This design comes from an exercise in tuning for small area, a short achievable clock period and few clock cycles on the open sky130 flow, not from production work. The RTL was checked by simulation tests, not by an equivalence proof against the original design. Power and IR drop assume default switching activity.

[design.v]
module ecm_fce (
    input  logic        clk,
    input  logic        rst,       
    input  logic        req,
    input  logic        we,
    input  logic [7:0]  addr,
    input  logic [31:0] wdata,
    output logic        ack,
    output logic        err,
    output logic [31:0] rdata
);
    localparam int LINE_CAP = 64;
    logic [2:0]  st_err;
    logic [2:0]  st_cause;       
    logic [4:0]  st_index;       
    logic [31:0] can_id, bus_id, len, dgram_len, line_len;
    logic [17:0] wide;
    logic [15:0][31:0] data;
    logic [15:0][7:0]  dgram;
    logic [15:0][31:0] line_w;   
    localparam logic [2:0] S_IDLE = 3'd0, S_PARSE = 3'd1, S_ENC = 3'd2, S_SRST = 3'd3,
                           S_BAD = 3'd4, S_FIN = 3'd5, S_ENCA = 3'd6;
    logic [2:0]  state;
    logic        cmd_v;        
    logic        cmd_pe;       
    logic [4:0]  p_win;        
    logic        p_intok;      
    logic [5:0]  p_ntok;       
    logic [31:0] p_acc;        
    logic        p_accw;       
    wire idle = (state == S_IDLE);
    wire clr  = rst || (state == S_SRST);
    wire addr_bad = (addr[1:0] != 2'b00) || (addr[7:6] == 2'b11);
    wire [5:0] aw = addr[7:2];
    wire acc_wr   = req && we && idle && !addr_bad && !rst;
    wire cmd_wr   = acc_wr && (aw == 6'd0);
    wire host_wr  = acc_wr && (aw != 6'd0);
    wire wd_hi0   = (wdata[31:5] == 27'd0);
    wire c_enc_v  = wd_hi0 && (wdata[4:0] == 5'h11);
    wire c_enc_u  = wd_hi0 && (wdata[4:0] == 5'h01);
    wire c_dec    = wd_hi0 && (wdata[4:0] == 5'h02);
    wire c_parse  = wd_hi0 && (wdata[4:0] == 5'h03);
    wire c_pe_v   = wd_hi0 && (wdata[4:0] == 5'h14);
    wire c_pe_u   = wd_hi0 && (wdata[4:0] == 5'h04);
    wire c_srst   = wd_hi0 && (wdata[4:0] == 5'h0F);
    wire c_anyp   = c_parse || c_pe_v || c_pe_u;
    wire c_ill    = !(c_enc_v || c_enc_u || c_dec || c_anyp || c_srst);
    wire        len_big = (line_len > 32'd64);
    wire [6:0]  L = line_len[6:0];
    logic [63:0] v_nws, v_bad;
    logic        v_any, v_anybad;
    always_comb begin
        logic [7:0] b;
        for (int i = 0; i < 64; i++) begin
            b = line_w[i / 4][8 * (i % 4) +: 8];
            v_nws[i] = (7'(i) < L) && !((b == 8'h20) || (b >= 8'h09 && b <= 8'h0D));
            v_bad[i] = v_nws[i] && !((b >= 8'h30 && b <= 8'h39) ||
                                     (b >= 8'h41 && b <= 8'h46) ||
                                     (b >= 8'h61 && b <= 8'h66));
        end
        v_any    = |v_nws;
        v_anybad = |v_bad;
    end
    wire parse_ok = !len_big && v_any && !v_anybad;
    wire p_go     = cmd_wr && c_anyp;
    wire p_start  = p_go && parse_ok;
    logic [31:0] win_q;
    wire [31:0] win = win_q;
    logic [3:0]  w_nws, w_end, w_bad;
    logic [3:0][31:0] w_rin;    
    logic [3:0]  w_win;         
    logic [31:0] w_r3;          
    logic        w_w3;
    always_comb begin
        logic [7:0]  b;
        logic [3:0]  hv;
        logic        pn;
        logic [31:0] rin, r;
        logic        win_w, ww;
        pn    = p_intok;
        rin   = p_intok ? p_acc : 32'd0;
        win_w = p_intok ? p_accw : 1'b0;
        r  = 32'd0;
        ww = 1'b0;
        for (int j = 0; j < 4; j++) begin
            b = win[8 * j +: 8];
            w_nws[j] = (!p_last || 2'(j) < L[1:0]) &&
                       !((b == 8'h20) || (b >= 8'h09 && b <= 8'h0D));
            w_bad[j] = w_nws[j] && !((b >= 8'h30 && b <= 8'h39) ||
                                     (b >= 8'h41 && b <= 8'h46) ||
                                     (b >= 8'h61 && b <= 8'h66));
            hv = (b[6]) ? (b[3:0] + 4'd9) : b[3:0];
            w_end[j] = !w_nws[j] && pn;
            w_rin[j] = rin;
            w_win[j] = win_w;
            r  = {rin[27:0], hv};
            ww = win_w || (rin[31:28] != 4'h0);
            rin   = w_nws[j] ? r  : 32'd0;
            win_w = w_nws[j] ? ww : 1'b0;
            pn = w_nws[j];
        end
        w_r3 = r;
        w_w3 = ww;
    end
    wire        e_one = |w_end;
    wire        e_two = (w_end[0] && (w_end[2] || w_end[3])) || (w_end[1] && w_end[3]);
    wire [31:0] e_v0  = w_end[0] ? w_rin[0] : w_end[1] ? w_rin[1] : w_end[2] ? w_rin[2] : w_rin[3];
    wire        e_w0  = w_end[0] ? w_win[0] : w_end[1] ? w_win[1] : w_end[2] ? w_win[2] : w_win[3];
    wire [31:0] e_v1  = (w_end[0] && w_end[2]) ? w_rin[2] : w_rin[3];
    wire        e_w1  = (w_end[0] && w_end[2]) ? w_win[2] : w_win[3];
    wire [31:0] b_ev  = p_ntok[0] ? e_v1 : e_v0;
    wire        b_evw = p_ntok[0] ? e_w1 : e_w0;
    wire [31:0] b_od  = p_ntok[0] ? e_v0 : e_v1;
    wire        b_odw = p_ntok[0] ? e_w0 : e_w1;
    wire [5:0]  ntok_nx = p_ntok + {4'd0, e_two, e_one && !e_two};
    logic       p_last;
    logic [4:0] w_badidx;
    always_comb begin
        w_badidx = p_ntok[4:0];
        if (!w_bad[0]) begin
            if (w_bad[1])      w_badidx = p_ntok[4:0] + 5'(w_end[0]);
            else if (w_bad[2]) w_badidx = p_ntok[4:0] + 5'(w_end[0]) + 5'(w_end[1]);
            else               w_badidx = p_ntok[4:0] + 5'(w_end[0]) + 5'(w_end[1]) + 5'(w_end[2]);
        end
    end
    wire w_anybad = |w_bad;
    wire parsing = ((state == S_PARSE) || p_start) && !rst;
    logic [16:0] tok_we;
    always_comb begin
        for (int t = 0; t < 17; t++)
            tok_we[t] = parsing && ((p_ntok == 6'(t) && e_one) ||
                                    (t > 0 && p_ntok == 6'(t - 1) && e_two));
    end
    logic        can_hz, bus_hz, len_gt15;
    logic [15:0] data_hz;
    logic        enc_fail;
    logic [2:0]  enc_cause;
    logic [4:0]  enc_index;
    always_comb begin
        enc_fail  = 1'b1;
        enc_cause = 3'd0;
        enc_index = 5'd0;
        if (wide[0] || !can_hz)
            enc_cause = 3'd1;
        else if (wide[1] || !bus_hz)
            enc_cause = 3'd2;
        else if (len_gt15)
            enc_cause = 3'd3;
        else begin
            enc_fail = 1'b0;
            for (int i = 14; i >= 0; i--) begin
                if (4'(i) < len[3:0] && (wide[2+i] || !data_hz[i])) begin
                    enc_fail  = 1'b1;
                    enc_cause = 3'd4;
                    enc_index = 5'(i);
                end
            end
        end
    end
    logic       p_nf;
    logic [3:0] p_nfidx;
    wire        p_nf0 = e_one && p_ntok != 6'd0 && p_ntok <= 6'd15 &&
                        (e_w0 || e_v0[31:8] != 24'd0);
    wire        p_nf1 = e_two && p_ntok <= 6'd14 &&
                        (e_w1 || e_v1[31:8] != 24'd0);
    wire        p_nfb = (state == S_PARSE) && p_nf;
    always_ff @(posedge clk) begin
        if (parsing) begin
            if (!p_nfb && p_nf0) begin
                p_nf    <= 1'b1;
                p_nfidx <= 4'(p_ntok - 6'd1);
            end else if (!p_nfb && p_nf1) begin
                p_nf    <= 1'b1;
                p_nfidx <= p_ntok[3:0];
            end else
                p_nf    <= p_nfb;
        end else if (state == S_IDLE)
            p_nf <= 1'b0;
    end
    logic        lenc_fail;
    logic [2:0]  lenc_cause;
    logic [4:0]  lenc_index;
    always_comb begin
        lenc_fail  = 1'b1;
        lenc_index = 5'd0;
        if (wide[0] || !can_hz)      lenc_cause = 3'd1;
        else if (wide[1] || !bus_hz) lenc_cause = 3'd2;
        else if (len_gt15)           lenc_cause = 3'd3;
        else if (p_nf) begin
            lenc_cause = 3'd4;
            lenc_index = {1'b0, p_nfidx};
        end else begin
            lenc_fail  = 1'b0;
            lenc_cause = 3'd0;
        end
    end
    wire        enc_late = (state == S_ENC || state == S_ENCA) && !rst;
    wire        encx_fail = enc_late ? lenc_fail : enc_fail;
    wire [2:0]  encx_cause = enc_late ? lenc_cause : enc_cause;
    wire [4:0]  encx_index = enc_late ? lenc_index : enc_index;
    wire        enc_go  = (cmd_wr && (c_enc_v || c_enc_u)) || enc_late;
    wire        enc_chk = (cmd_wr && c_enc_v) || (enc_late && cmd_v);
    wire        enc_ok  = enc_go && !(enc_chk && encx_fail);
    wire        enc_bad = enc_go && enc_chk && encx_fail;
    wire [3:0]  dec_l   = dgram[4][3:0];
    wire        dec_go  = cmd_wr && c_dec;
    wire        dec_ok  = dec_go && (dgram_len == 32'd16) && (dec_l <= 4'd8);
    wire        p_end   = parsing && p_last;
    always_comb begin
        case (state)
            S_IDLE:  ack = req && !(!we && !addr_bad && rd_slow && !rd_pend) &&
                           !(we && addr == 8'h00 && wdata[0] == wdata[1]);
            S_BAD:   ack = 1'b0;
            S_PARSE: ack = req && p_last && cmd_pe;
            S_ENCA:  ack = req && !we && addr == 8'h04;
            default: ack = req;
        endcase
    end
    assign err = req && idle && addr_bad;
    logic        rd_pend;
    wire         rd_slow = aw[5] || (aw[4:3] == 2'b10) || (aw[4:2] == 3'b111) ||
                           (aw[4:2] == 3'b001 && aw[1:0] != 2'b00);
    wire [31:0]  st_word = (state == S_ENCA && cmd_v && lenc_fail) ?
                           {11'h0, lenc_index, 8'h00, 1'b0, lenc_cause, 1'b0, 3'd1} :
                           (state == S_ENCA) ? 32'h0 :
                           {11'h0, st_index, 8'h00, 1'b0, st_cause, 1'b0, st_err};
    logic [31:0] rd_g0, rd_g6, rd_fast;
    always_comb begin
        case (aw[1:0])
            2'd0: rd_g0 = 32'h0;
            2'd1: rd_g0 = st_word;
            2'd2: rd_g0 = can_id;
            default: rd_g0 = bus_id;
        endcase
        rd_g6 = {dgram[{aw[1:0], 2'd3}], dgram[{aw[1:0], 2'd2}],
                 dgram[{aw[1:0], 2'd1}], dgram[{aw[1:0], 2'd0}]};
        if (aw[3])
            rd_fast = aw[4] ? rd_g6 : data[{1'b0, aw[2:0]}];
        else
            rd_fast = aw[2] ? len : rd_g0;
    end
    logic [31:0] rd_misc;
    always_comb begin
        case (aw[4:0])
            5'h05: rd_misc = {14'h0, wide};
            5'h06: rd_misc = dgram_len;
            5'h07: rd_misc = line_len;
            5'h10, 5'h11, 5'h12, 5'h13, 5'h14, 5'h15, 5'h16, 5'h17:
                   rd_misc = data[{1'b1, aw[2:0]}];
            5'h1C: rd_misc = LINE_CAP;
            default: rd_misc = 32'h0;
        endcase
    end
    wire rd_first = req && !we && idle && !addr_bad && rd_slow && !rd_pend;
    always_ff @(posedge clk)
        rd_pend <= !rst && rd_first;
    assign rdata = rd_pend ? win_q : rd_fast;
    always_ff @(posedge clk) begin
        if (rst) begin
            state <= S_IDLE;
        end else begin
            case (state)
                S_IDLE:
                    if (cmd_wr) begin
                        if (c_srst)       state <= S_SRST;
                        else if (p_go && !len_big && v_any && v_anybad)
                                          state <= S_BAD;
                        else if (p_start)
                            state <= !p_last ? S_PARSE : ((c_pe_v || c_pe_u) ? S_ENC : S_FIN);
                        else if (wdata[0] == wdata[1])
                                          state <= S_FIN;
                    end
                S_PARSE:
                    if (p_last) state <= cmd_pe ? S_ENCA : S_FIN;
                S_BAD:
                    if (w_anybad) state <= S_FIN;
                default:
                    state <= S_IDLE;
            endcase
        end
    end
    wire p_adv = (parsing && !p_last) || (state == S_BAD && !rst && !w_anybad);
    always_ff @(posedge clk) begin
        if (p_start) begin
            cmd_v  <= c_pe_v;
            cmd_pe <= c_pe_v || c_pe_u;
        end
        p_last <= p_adv ? (p_win + 5'd1 == L[6:2]) :
                  clr   ? 1'b1 :
                  ((hw_ll ? wdata[6:2] : L[6:2]) == 5'd0);
        if (p_adv) begin
            p_win   <= p_win + 5'd1;
            p_intok <= w_nws[3];
            p_ntok  <= ntok_nx;
            p_acc   <= w_r3;
            p_accw  <= w_w3;
        end else begin
            p_win   <= 5'd0;
            p_intok <= 1'b0;
            p_ntok  <= 6'd0;
        end
    end
    wire hw_can  = host_wr && aw == 6'h02;
    wire hw_bus  = host_wr && aw == 6'h03;
    wire hw_len  = host_wr && aw == 6'h04;
    wire hw_wide = host_wr && aw == 6'h05;
    wire hw_dgl  = host_wr && aw == 6'h06;
    wire hw_ll   = host_wr && aw == 6'h07;
    wire hw_data = host_wr && !aw[5] && (aw[4:3] == 2'b01 || aw[4:3] == 2'b10);
    wire hw_dg   = host_wr && aw[5:2] == 4'b0110;
    wire hw_line = host_wr && aw[5];
    wire        x_host = idle && (aw != 6'd0);
    wire [31:0] x_ev = clr ? 32'd0 : (x_host ? wdata : (parsing ? b_ev : 32'd0));
    wire [31:0] x_od = clr ? 32'd0 : (x_host ? wdata : (parsing ? b_od : 32'd0));
    wire        x_ev_hz = (x_ev[31:8] == 24'd0);
    wire        x_od_hz = (x_od[31:8] == 24'd0);
    logic p_clrpend;
    always_ff @(posedge clk)
        p_clrpend <= p_end;
    logic [15:0] p_clr;
    always_comb
        for (int i = 0; i < 16; i++)
            p_clr[i] = p_clrpend && (len[4:0] <= 5'(i));
    wire       scan    = parsing || (state == S_BAD && !rst);
    wire [3:0] nxt_win = (scan && !p_last) ? p_win[3:0] + 4'd1 : 4'd0;
    always_ff @(posedge clk) begin
        if (clr)
            win_q <= 32'd0;
        else if (rd_first && !aw[5])
            win_q <= rd_misc;
        else if (hw_line && aw[3:0] == 4'd0)
            win_q <= wdata;
        else
            win_q <= line_w[rd_first ? aw[3:0] : nxt_win];
    end
    always_ff @(posedge clk) begin
        for (int j = 0; j < 16; j++)
            if (clr || (hw_line && aw[3:0] == 4'(j)))
                line_w[j] <= clr ? 32'd0 : wdata;
    end
    always_ff @(posedge clk) begin
        if (clr || hw_ll)
            line_len <= clr ? 32'd0 : wdata;
        if (clr || hw_dgl || enc_ok)
            dgram_len <= clr ? 32'd0 : (hw_dgl ? wdata : 32'd16);
        if (clr || hw_bus || dec_ok)
            bus_hz <= clr || !hw_bus || (wdata[31:28] == 4'd0);
        if (clr || hw_bus || dec_ok)
            bus_id <= clr ? 32'd0 :
                      (hw_bus ? wdata : {4'd0, dgram[7], dgram[6], dgram[5], dgram[4][7:4]});
    end
    always_ff @(posedge clk) begin
        if (clr || hw_can || dec_ok || tok_we[0])
            can_hz <= clr || dec_ok || (x_ev[31:11] == 21'd0);
        if (clr || hw_len || dec_ok || p_end)
            len_gt15 <= !clr && (hw_len ? (wdata[31:4] != 28'd0) : (!dec_ok && ntok_nx > 6'd16));
        if (clr || hw_can || dec_ok || tok_we[0])
            can_id <= clr ? 32'd0 :
                      (dec_ok ? {21'd0, dgram[3], dgram[2][7:5]} : x_ev);
        if (clr || hw_len || dec_ok || p_end)
            len <= clr ? 32'd0 :
                   (hw_len ? wdata : (dec_ok ? {28'd0, dec_l} : {26'd0, ntok_nx - 6'd1}));
    end
    always_ff @(posedge clk) begin
        if (clr || hw_wide || dec_ok || tok_we[0])
            wide[0] <= clr ? 1'b0 : (hw_wide ? wdata[0] : (tok_we[0] ? b_evw : 1'b0));
        if (clr || hw_wide || dec_ok)
            wide[1] <= clr ? 1'b0 : (hw_wide ? wdata[1] : 1'b0);
        for (int i = 0; i < 16; i++) begin
            if (clr || (hw_data && {aw[4], aw[2:0]} == 4'(i)) || tok_we[i + 1] || dec_ok || p_clr[i]) begin
                data[i] <= ((i + 1) % 2 == 0) ? x_ev : x_od;
                data_hz[i] <= ((i + 1) % 2 == 0) ? x_ev_hz : x_od_hz;
                if (i < 8 && dec_ok)
                    data[i][7:0] <= (4'(i) < dec_l) ? dgram[8 + i] : 8'h00;
            end
            if (clr || hw_wide || dec_ok || tok_we[i + 1] || p_clr[i])
                wide[2 + i] <= clr ? 1'b0 :
                               (hw_wide ? wdata[2 + i] :
                                (tok_we[i + 1] ? (((i + 1) % 2 == 0) ? b_evw : b_odw) : 1'b0));
        end
    end
    always_ff @(posedge clk) begin
        for (int j = 0; j < 4; j++) begin
            if (clr || (hw_dg && aw[1:0] == 2'(j))) begin
                for (int n = 0; n < 4; n++)
                    dgram[4 * j + n] <= clr ? 8'd0 : wdata[8 * n +: 8];
            end else if (enc_ok) begin
                for (int n = 0; n < 4; n++) begin
                    case (4 * j + n)
                        0, 1: dgram[4 * j + n] <= 8'h00;
                        2:    dgram[4 * j + n] <= {can_id[2:0], 5'd0};
                        3:    dgram[4 * j + n] <= can_id[10:3];
                        4:    dgram[4 * j + n] <= {bus_id[3:0], len[3:0]};
                        5:    dgram[4 * j + n] <= bus_id[11:4];
                        6:    dgram[4 * j + n] <= bus_id[19:12];
                        7:    dgram[4 * j + n] <= bus_id[27:20];
                        default:
                            dgram[4 * j + n] <= (len > 32'(4 * j + n - 8)) ?
                                                data[4 * j + n - 8][7:0] : 8'h00;
                    endcase
                end
            end
        end
    end
    always_ff @(posedge clk) begin
        if (clr) begin
            st_err   <= 3'd0;
            st_cause <= 3'd0;
            st_index <= 5'd0;
        end else if (cmd_wr && c_ill) begin
            st_err   <= 3'd4;
            st_cause <= 3'd0;
            st_index <= 5'd0;
        end else if (p_go && len_big) begin
            st_err   <= 3'd2;
            st_cause <= 3'd3;
            st_index <= 5'd0;
        end else if (p_go && !v_any) begin
            st_err   <= 3'd2;
            st_cause <= 3'd1;
            st_index <= 5'd0;
        end else if (state == S_BAD && w_anybad) begin
            st_err   <= 3'd2;
            st_cause <= 3'd2;
            st_index <= w_badidx;
        end else if (dec_go && dgram_len != 32'd16) begin
            st_err   <= 3'd3;
            st_cause <= 3'd1;
            st_index <= 5'd0;
        end else if (dec_go && !dec_ok) begin
            st_err   <= 3'd3;
            st_cause <= 3'd2;
            st_index <= {1'b0, dec_l};
        end else if (enc_bad) begin
            st_err   <= 3'd1;
            st_cause <= encx_cause;
            st_index <= encx_index;
        end else if (dec_ok || enc_ok || p_end) begin
            st_err   <= 3'd0;
            st_cause <= 3'd0;
            st_index <= 5'd0;
        end
    end
endmodule
[run.sh]
#!/bin/bash
# synth_recipe.tcl (not shown) runs the flow's synth.tcl, then flattens the netlist and writes it again
# the make line also repeats each setting of config.mk as NAME=value (left out here)
make -C /OpenROAD-flow-scripts/flow DESIGN_CONFIG=/design/flow/config.mk WORK_HOME=/design/flow/orfs CLKGATE_MAP_FILE= SYNTH_SCRIPT=/design/flow/synth_recipe.tcl finish
[config.mk]
export PLATFORM = sky130hd
export DESIGN_NAME = ecm_fce
export DESIGN_NICKNAME = ecm_fce
export VERILOG_FILES = /design/flow/design.v
export SDC_FILE = /design/flow/constraint.sdc
export NUM_CORES = 4
export LEC_CHECK = 0
export CAP_MARGIN = 30
export CORE_MARGIN = 2
export CORE_UTILIZATION = 55
export CTS_BUF_LIST = sky130_fd_sc_hd__clkbuf_8
export SETUP_SLACK_MARGIN = 3.0
export SLEW_MARGIN = 40
export TNS_END_PERCENT = 0
[constraint.sdc]
create_clock -name core_clock -period 8.0 [get_ports {clk}]
set_input_delay 1.6000 -clock core_clock [delete_from_list [all_inputs] [get_ports {clk}]]
set_output_delay 1.6000 -clock core_clock [all_outputs]
set_load 0.01 [all_outputs]
==> results.py, run 1 <==
metrics = {
    "status": {
        "status": "timing/DRC/antenna clean",
    },
    "yosys": {
        "synth_top_family_by_area": "simple AND/OR/NAND/NOR gates",
        "syn_inst": 6354,
        "synthAdderAreaFrac_pct": 0.6609,
        "synthArstFlopShare_pct": 0,
        "synth_ff_type": "edfxtp_1",
        "syn-num-nets": 6436,
        "yosys.area_share.simple_pct": 15.79,
        "synth_edf_count": 1388,
        "synth_xor_area_share_pct": 0.5153,
        "synth_compound_area_share_pct": 14.70,
        "ys_seq_area_share_pct": 58.70,
        "synthMuxAreaShare_pct": 6.701,
        "synth.avg_cell_area_um2": 11.50,
        "synth_area_mm2": 0.07308,
        "synth_cell_type_count": 96,
        "ys_ff_latch": 1449,
        "yosys_warnings": 9,
    },
    "worst_setup_path": {
        "r2r_slack_ns": 2.49,
        "cpMostUsedCell": "buf_4",
        "crit_slowest_cell": "a211oi_1",
        "worst_path_largest_cell_delay_ns": 0.82,
        "crit_family": "compound AO/OA/AOI/OAI gates",
        "worstPathMaxFanout": 32,
        "start_kind": "register",
        "worstPathRequired_ns": 8.80,
        "cp.arrival_ns": 6.31,
        "crit_path_end_kind": "register",
        "path_buf_inv": 3,
        "cp_cell_sequence": "buf_4 > and3_1 > a21oi_1 > a211oi_1 > o2bb2ai_1 > nor4_1 > nand3_1 > nor4_4 > buf_6 > a21oi_4 > or2_1 > buf_4 > a31oi_4 > a311oi_4 > and4_4",
        "path_class": "register to register",
    },
    "global_route": {
        "grt_overflow": 0,
        "antenna_found_initial": 29,
        "grt_max_degree": 80,
        "grt_pass1_vias": 59120,
        "grt_pass1_wl_um": 467800,
        "grt_usage_pct": 49.65,
    },
    "clock_tree": {
        "cts_buffers": 235,
        "cts_tree": "done",
        "clockRootBuffer": "clkbuf_8",
        "htree_levels": 4,
        "clk_pin_slew_ns": 0.06,
        "cts_buffer_depth": 3,
        "clkSinkCount": 1449,
        "clock_latency_ns": 1.03,
    },
    "drt": {
        "routed_via_density": 7.444,
        "drt-met1-wl_um": 111000,
        "routed_wl_um": 341700,
        "vias": 64510,
        "ant_nets": 0,
        "dr.pass1.iters": 13,
        "wl_met2_um": 141900,
        "first_iter_violations": 12450,
        "wire_per_inst_um": 39.43,
        "drc_errors": 0,
        "wl_met3_um": 51970,
        "routed.top_layer": "met5",
    },
    "layout": {
        "layout.cells.most_common_list": "edfxtp_1 (1388), nand2_1 (912), nor2_1 (403)",
        "fillers": 10110,
        "final_layout_size_suffix_gt1_share_pct": 18.51,
        "nets": 6775,
        "syn2layout_area_growth_pct": 16.72,
        "layout_commonest_cell": "edfxtp_1",
    },
    "place": {
        "dp_hpwl_um": 238900,
        "io_buffers": 77,
        "gp_congestion": 1.148,
    },
    "die": {
        "core_region_area_mm2": 0.1316,
        "row_count": 133,
        "die_width_um": 368.5,
        "io_pins": 78,
        "dieArea_mm2": 0.1358,
        "fp.dieH_um": 368.5,
        "start_util_pct": 55.52,
    },
    "sta": {
        "rsz0062_at_grt": "true",
        "min_period_over_period_pct": 68.88,
        "fmax_ghz": 0.1815,
        "fin_tns_setup_ns": 0,
        "maxSlewViolCount": 0,
        "finalHoldViolCount": 0,
        "min_period_ns": 5.510,
        "finClkSkew_ns": 0.07988,
        "max-slew-margin-rel_pct": 33.02,
        "setup_viol": 0,
        "tightest_slew_ns": 0.9987,
        "whs_ns": 0.4769,
    },
    "power_and_ir_drop": {
        "irDropWorstVdd_mv": 0.2108,
        "p_leak_nw": 30.22,
        "p_per_area_mw_per_mm2": 213.3,
    },
    "job": {
        "maxCapViolCount": 0,
    },
    "worst_hold_path": {
        "min_path_type": "register to register",
    },
}
cell families after synthesis:
kind of cell             after synthesis
flip-flops                          1449
buffers and inverters                560
multiplexers                         283
AO/OA/AOI/OAI                       1647
XOR/XNOR                              43
adder cells (fa/ha/maj)               38
AND/OR/NAND/NOR                     2334
final timing paths:
path               start     endpoint  cells past startpoint
max          line_len[3]  data_hz[12]                     15
min            st_err[2]    st_err[2]                      2
max reg2reg  line_len[3]  data_hz[12]                     15
min reg2reg    st_err[2]    st_err[2]                      2
timing repair:
item                                     CTS  global route
resized for setup                        360            56
buffers inserted                          65            13
endpoints found under the setup margin  1503          1142
pin swaps                                 39             9
gates cloned                              20             0
hold buffers                               0             0
layout make-up:
type                            instances  area [um2]  share of cell area (%)
Multi-Input combinational cell       4345       29760                   34.89
Sequential cell                      1449       42910                   50.31
Inverter                              191       724.4                  0.8493
Timing Repair Buffer                  471        5017                   5.882
Clock buffer                          244        3358                   3.937
Antenna cell                           18       45.04                 0.05281
Tap cell                             1755        2196                   2.574
Clock inverter                        193        1284                   1.505
report_power, final:
group	switching, mW	internal [mW]
Sequential	0.438	8.82
Combinational	1.63	0.780
Clock	3.29	3.24
worst min-delay path, delay by kind of cell (launching register included):
| kind | cells | cell delay, ns |
|---|---|---|
| flops | 1 | 0.31 |
| simple gates | 1 | 0.06 |
| compound gates | 1 | 0.06 |
registers in the layout (all words and copies together) (netlist names), 3 cells and up:
name and cells:
bus_id 32, can_id 32, data 512, data_hz 15
dgram 128, dgram_len 32, len 32, line_len 32
line_w 512, p_acc 32, p_nfidx 4, p_ntok 6
p_win 5, st_cause 3, st_err 3, st_index 5
state 3, wide 18, win_q 32
cells in the mapped netlist, types with 51 or more instances:
cell type	count	area, um2
a211oi_1	80	600.6
nor2_1	427	1603
a221oi_1	58	508.0
nand3_1	157	785.8
a22oi_1	67	503.0
o22ai_1	83	519.3
or3_1	95	594.3
nor4b_1	67	586.8
a31oi_1	60	375.4
nor3_1	125	625.6
mux4_2	160	3603
mux2i_1	73	730.7
nor4_1	79	494.2
inv_1	187	701.9
o211ai_1	86	645.6
nand4_1	72	450.4
dfxtp_1	61	1221
o21ai_0	412	2062
and2_1	51	319.1
clkbuf_1	281	1055
buf_1	57	214.0
edfxtp_1	1388	41680
nand2_1	930	3491
a21oi_1	385	1927
metal layers:
layer,track usage [%],up-vias
li1,-,25480
met1,59.90,31080
met2,70.49,6232
met3,19.32,1694
met4,40.69,28
met5,0.1425,-
per-stage QoR:
step                      util (%)  instance area (um2)  setup WS (ns)  power (mW)  std cells
after global routing         64.77                85260          2.652       18.53       8650
final                        64.80                85300          2.490       18.19       8666
after global placement       58.91                77550       -0.02999       11.44       8103
after floorplan                  -                73090          2.172       10.30       6354
after CTS                    64.44                84820          2.739       17.95       8633
after detailed placement     59.13                77830         0.6506       11.48       8111
Testbench counts, summed over its fixed seeds: cycles 8,491.
==> inputs of run 2 (changes only) <==
--- a/design.v
+++ b/design.v
@@ -19,7 +19,7 @@
     logic [15:0][7:0]  dgram;
     logic [15:0][31:0] line_w;   
     localparam logic [2:0] S_IDLE = 3'd0, S_PARSE = 3'd1, S_ENC = 3'd2, S_SRST = 3'd3,
-                           S_BAD = 3'd4, S_FIN = 3'd5, S_ENCA = 3'd6;
+                           S_BAD = 3'd4, S_FIN = 3'd5, S_ENCA = 3'd6, S_BADW = 3'd7;
     logic [2:0]  state;
     logic        cmd_v;        
     logic        cmd_pe;       
@@ -128,7 +128,8 @@
     logic [16:0] tok_we;
     always_comb begin
         for (int t = 0; t < 17; t++)
-            tok_we[t] = parsing && ((p_ntok == 6'(t) && e_one) ||
+            tok_we[t] = (t < 2 ? parsing : (state == S_PARSE && !rst)) &&
+                        ((p_ntok == 6'(t) && e_one) ||
                                     (t > 0 && p_ntok == 6'(t - 1) && e_two));
     end
     logic        can_hz, bus_hz, len_gt15;
@@ -211,6 +212,7 @@
             S_IDLE:  ack = req && !(!we && !addr_bad && rd_slow && !rd_pend) &&
                            !(we && addr == 8'h00 && wdata[0] == wdata[1]);
             S_BAD:   ack = 1'b0;
+            S_BADW:  ack = 1'b0;
             S_PARSE: ack = req && p_last && cmd_pe;
             S_ENCA:  ack = req && !we && addr == 8'h04;
             default: ack = req;
@@ -224,20 +226,29 @@
                            {11'h0, lenc_index, 8'h00, 1'b0, lenc_cause, 1'b0, 3'd1} :
                            (state == S_ENCA) ? 32'h0 :
                            {11'h0, st_index, 8'h00, 1'b0, st_cause, 1'b0, st_err};
-    logic [31:0] rd_g0, rd_g6, rd_fast;
+    wire rd_a = !rd_pend;
+    logic [16:0] rsel;
+    logic [16:0][31:0] rsrc;
     always_comb begin
-        case (aw[1:0])
-            2'd0: rd_g0 = 32'h0;
-            2'd1: rd_g0 = st_word;
-            2'd2: rd_g0 = can_id;
-            default: rd_g0 = bus_id;
-        endcase
-        rd_g6 = {dgram[{aw[1:0], 2'd3}], dgram[{aw[1:0], 2'd2}],
-                 dgram[{aw[1:0], 2'd1}], dgram[{aw[1:0], 2'd0}]};
-        if (aw[3])
-            rd_fast = aw[4] ? rd_g6 : data[{1'b0, aw[2:0]}];
-        else
-            rd_fast = aw[2] ? len : rd_g0;
+        rsel[0]  = rd_a && aw[4:0] == 5'h01;  rsrc[0]  = st_word;
+        rsel[1]  = rd_a && aw[4:0] == 5'h02;  rsrc[1]  = can_id;
+        rsel[2]  = rd_a && aw[4:0] == 5'h03;  rsrc[2]  = bus_id;
+        rsel[3]  = rd_a && aw[4:2] == 3'b001; rsrc[3]  = len;
+        for (int k = 0; k < 8; k++) begin
+            rsel[4 + k] = rd_a && aw[4:3] == 2'b01 && aw[2:0] == 3'(k);
+            rsrc[4 + k] = data[k];
+        end
+        for (int k = 0; k < 4; k++) begin
+            rsel[12 + k] = rd_a && aw[4:3] == 2'b11 && aw[1:0] == 2'(k);
+            rsrc[12 + k] = {dgram[4 * k + 3], dgram[4 * k + 2], dgram[4 * k + 1], dgram[4 * k]};
+        end
+        rsel[16] = rd_pend;                   rsrc[16] = win_q;
+    end
+    logic [31:0] rd_or;
+    always_comb begin
+        rd_or = 32'h0;
+        for (int k = 0; k < 17; k++)
+            rd_or = rd_or | ({32{rsel[k]}} & rsrc[k]);
     end
     logic [31:0] rd_misc;
     always_comb begin
@@ -254,7 +265,7 @@
     wire rd_first = req && !we && idle && !addr_bad && rd_slow && !rd_pend;
     always_ff @(posedge clk)
         rd_pend <= !rst && rd_first;
-    assign rdata = rd_pend ? win_q : rd_fast;
+    assign rdata = rd_or;
     always_ff @(posedge clk) begin
         if (rst) begin
             state <= S_IDLE;
@@ -264,7 +275,7 @@
                     if (cmd_wr) begin
                         if (c_srst)       state <= S_SRST;
                         else if (p_go && !len_big && v_any && v_anybad)
-                                          state <= S_BAD;
+                                          state <= S_BADW;
                         else if (p_start)
                             state <= !p_last ? S_PARSE : ((c_pe_v || c_pe_u) ? S_ENC : S_FIN);
                         else if (wdata[0] == wdata[1])
@@ -272,6 +283,8 @@
                     end
                 S_PARSE:
                     if (p_last) state <= cmd_pe ? S_ENCA : S_FIN;
+                S_BADW:
+                    state <= S_BAD;
                 S_BAD:
                     if (w_anybad) state <= S_FIN;
                 default:
@@ -310,8 +323,9 @@
     wire hw_dg   = host_wr && aw[5:2] == 4'b0110;
     wire hw_line = host_wr && aw[5];
     wire        x_host = idle && (aw != 6'd0);
-    wire [31:0] x_ev = clr ? 32'd0 : (x_host ? wdata : (parsing ? b_ev : 32'd0));
-    wire [31:0] x_od = clr ? 32'd0 : (x_host ? wdata : (parsing ? b_od : 32'd0));
+    wire        x_tok = (state == S_PARSE) || p_go;
+    wire [31:0] x_ev = clr ? 32'd0 : (x_host ? wdata : (x_tok ? b_ev : 32'd0));
+    wire [31:0] x_od = clr ? 32'd0 : (x_host ? wdata : (x_tok ? b_od : 32'd0));
     wire        x_ev_hz = (x_ev[31:8] == 24'd0);
     wire        x_od_hz = (x_od[31:8] == 24'd0);
     logic p_clrpend;
@@ -321,8 +335,8 @@
     always_comb
         for (int i = 0; i < 16; i++)
             p_clr[i] = p_clrpend && (len[4:0] <= 5'(i));
-    wire       scan    = parsing || (state == S_BAD && !rst);
-    wire [3:0] nxt_win = (scan && !p_last) ? p_win[3:0] + 4'd1 : 4'd0;
+    wire       scan_f  = (state == S_PARSE) || (state == S_BAD) || p_go;
+    wire [3:0] nxt_win = (scan_f && !p_last && !rst) ? p_win[3:0] + 4'd1 : 4'd0;
     always_ff @(posedge clk) begin
         if (clr)
             win_q <= 32'd0;
==> results.py, run 2 <==
metrics = {
    "status": {
        "status": "timing/DRC/antenna clean",
    },
    "worst_setup_path": {
        "cp.arrival_ns": 6.26,
        "path_class": "register to register",
        "crit_slowest_cell": "edfxtp_1",
        "cp_cell_sequence": "nand2_1 > o21ai_1 > nand3_1 > o2111ai_1 > or4_1 > nor4_2 > buf_4 > a21boi_1 > a31oi_4 > nor3_2 > a21o_1 > buf_4",
        "crit_path_end_kind": "register",
        "cpMostUsedCell": "buf_4",
        "start_kind": "register",
        "worstPathRequired_ns": 8.61,
        "path_buf_inv": 2,
        "crit_family": "compound AO/OA/AOI/OAI gates",
        "worstPathMaxFanout": 33,
        "worst_path_largest_cell_delay_ns": 0.85,
    },
    "job": {
        "maxCapViolCount": 0,
    },
    "layout": {
        "fillers": 9990,
        "syn2layout_area_growth_pct": 15.19,
        "layout_commonest_cell": "edfxtp_1",
        "final_util_pct": 63.82,
        "layout.cells.most_common_list": "edfxtp_1 (1388), nand2_1 (535), nor2_1 (391)",
        "final_layout_size_suffix_gt1_share_pct": 15.89,
        "reg_top3": "data (512), line_w (512), dgram (128)",
        "nets": 6414,
    },
    "power_and_ir_drop": {
        "p_per_area_mw_per_mm2": 216.9,
        "p_leak_nw": 30.84,
        "irDropWorstVdd_mv": 0.1975,
        "total_power_mw": 17.92,
    },
    "yosys": {
        "yosys_warnings": 9,
        "ys_seq_area_share_pct": 59.80,
        "yosys.area.top_type": "edfxtp_1",
        "synthArstFlopShare_pct": 0,
        "synth_top_area_share_pct": 58.10,
        "synth.area.top_cells": "edfxtp_1 (58%), mux2i_1 (3.9%), nand2_1 (2.8%)",
        "synth_ff_type": "edfxtp_1",
        "syn_inst": 5997,
        "ys_top_cells_by_count": "edfxtp_1 (1388), nand2_1 (541), nor2_1 (427), o21ai_0 (361), a21oi_1 (290)",
        "synth_edf_count": 1388,
        "yosysMostFrequentCell": "edfxtp_1",
        "synth.avg_cell_area_um2": 11.96,
        "synth_cell_type_count": 101,
        "syn-num-nets": 6080,
        "ys_ff_latch": 1449,
        "synth_area_mm2": 0.07174,
    },
    "sta": {
        "setup_viol": 0,
        "finClkSkew_ns": 0.1126,
        "tightest_slew_ns": 1.018,
        "min_period_ns": 5.648,
        "rsz0062_at_grt": "true",
        "fmax_ghz": 0.1770,
        "min_period_over_period_pct": 70.61,
        "maxSlewViolCount": 0,
        "fin_tns_setup_ns": 0,
        "finalHoldViolCount": 0,
        "max-slew-margin-rel_pct": 31.61,
    },
    "die": {
        "die_width_um": 365.2,
        "fp.dieH_um": 365.2,
        "core_region_area_mm2": 0.1295,
        "io_pins": 78,
        "dieArea_mm2": 0.1333,
        "row_count": 132,
        "start_util_pct": 55.41,
    },
    "clock_tree": {
        "clockRootBuffer": "clkbuf_8",
        "clock_latency_ns": 1.03,
        "cts_tree": "done",
        "clkSinkCount": 1449,
        "htree_levels": 4,
        "cts_buffers": 232,
        "clk_pin_slew_ns": 0.06,
        "ctsHoldBuffers": 0,
        "cts_buffer_depth": 3,
    },
    "global_route": {
        "grt_usage_pct": 50.58,
        "grt_pass1_wl_um": 462300,
        "grt_pass1_vias": 57420,
        "antenna_found_initial": 38,
        "grt_overflow": 0,
        "grt_max_degree": 82,
    },
    "drt": {
        "wire_per_inst_um": 41.09,
        "routed_wl_um": 341100,
        "routed_via_density": 7.551,
        "ant_nets": 0,
        "drc_errors": 0,
        "vias": 62690,
        "first_iter_violations": 11520,
        "dr.pass1.iters": 10,
    },
    "place": {
        "gp_congestion": 1.144,
        "dp_hpwl_um": 242000,
        "io_buffers": 77,
    },
    "worst_hold_path": {
        "min_path_type": "register to register",
    },
}
[run 2: changes by cell type after synthesis, moves of 56 or more]
cell / change
o22ai_1: +84
inv_1: -66
a22oi_1: +84
a21oi_1: -95
nand2_1: -389
a21o_1: +56
mux2i_1: +206
mux4_2: -82
[run 2: logic make-up after synthesis]
kind of cell	after synthesis	synth area share (%)
simple gates	2004	14.59
compound gates	1649	15.47
flops	1449	59.80
buf+inv	452	2.499
mux	367	6.498
fa+ha+maj	39	0.6906
xor+xnor	37	0.4517
[run 2: power breakdown]
part           leakage [nW]  total (mW)  internal, mW  switching (mW)
combinational          13.5        2.04         0.596            1.44
sequential             14.7        9.24          8.80           0.438
clock                  2.65        6.64          3.33            3.31
total                  30.8        17.9          12.7            5.19
[run 2: what timing repair did]
item | CTS | global route
setup endpoints to repair | 627 | 787
cloned | 6 | 0
resized for setup | 259 | 27
pin swaps | 63 | 10
setup buffers | 58 | 5
[run 2: worst register-to-register path, cell delays in order, from the launching register on]
cell and delay [ns]:
edfxtp_1 0.85, nand2_1 0.44, o21ai_1 0.73, nand3_1 0.68
o2111ai_1 0.46, or4_1 0.19, nor4_2 0.04, buf_4 0.20
a21boi_1 0.41, a31oi_4 0.22, nor3_2 0.29, a21o_1 0.18
buf_4 0.52
[run 2: area by class of cell]
type / instances / area (um2) / area share, %
Antenna cell: 32 / 80.08 / 0.09690
Multi-Input combinational cell: 4096 / 28380 / 34.35
Sequential cell: 1449 / 42920 / 51.93
Inverter: 122 / 466.7 / 0.5648
Clock inverter: 192 / 1465 / 1.773
Clock buffer: 239 / 3289 / 3.981
Tap cell: 1742 / 2180 / 2.638
Timing Repair Buffer: 430 / 3854 / 4.663
[run 2: metrics by stage]
stage,instances,hold slack [ns],setup WS (ns),cell area [um2]
global route,8275,0.5142,2.477,82570
finish,8302,0.4784,2.352,82640
detailed placement,7770,0.4659,0.9365,76220
floorplan,5997,0.4314,2.246,71740
CTS,8265,0.4758,2.624,82390
global placement,7760,0.4456,0.5952,75920
[run 2: worst paths after layout]
check | cells after the start | end | slack, ns | startpoint
worst min-delay path | 2 | st_index[0] | 0.48 | st_index[0]
worst max register to register | 12 | can_id[3] | 2.35 | line_len[3]
worst max-delay path | 12 | can_id[3] | 2.35 | line_len[3]
worst min register to register | 2 | st_index[0] | 0.48 | st_index[0]
[run 2: routing by layer]
layer	vias to the layer above	share of wire [%]	track usage, %
li1	24630	-	-
met1	30390	32	59.56
met2	5983	41	71.40
met3	1673	15	20.38
met4	12	11	44.48
met5	-	0.074	0.6899
Testbench counts of run 2, summed over its fixed seeds: cycles 8,491.

==> afterwards: timing with drivers on the ports <==
The results above use ideal ports. As a check the final layouts listed here were re-extracted and re-timed, cells and wires unchanged. Step 1 (the two cells are an assumption about what drives the block):
set clk [get_ports {clk}]
set_driving_cell -lib_cell sky130_fd_sc_hd__clkbuf_16 $clk
set_driving_cell -lib_cell sky130_fd_sc_hd__buf_2 [delete_from_list [all_inputs] $clk]
Step 2 also shifts input and output timing later by t, the mid clock arrival at the registers, as if the neighbouring blocks saw the same clock. a / b / c = no drivers / after step 1 / after step 2; a / b = the first two.
run | t, ns | slack for setup (ns) | hold slack, ns | clock arrival spread, ns | worst data-port slew with drivers (ns)
run 1 | 1.075 | 2.490 / 2.094 / 1.597 | 0.477 / 0.477 / 0.477 | 0.081 / 0.081 | 0.58
run 2 | 1.069 | 2.352 / 2.109 / 1.484 | 0.478 / 0.478 / 0.478 | 0.113 / 0.113 | 0.29
After both steps setup and hold are still met in every run listed. For run 1, which loses most, drivers alone change the setup slack by -0.396 ns; drivers and shift together by -0.893 ns.
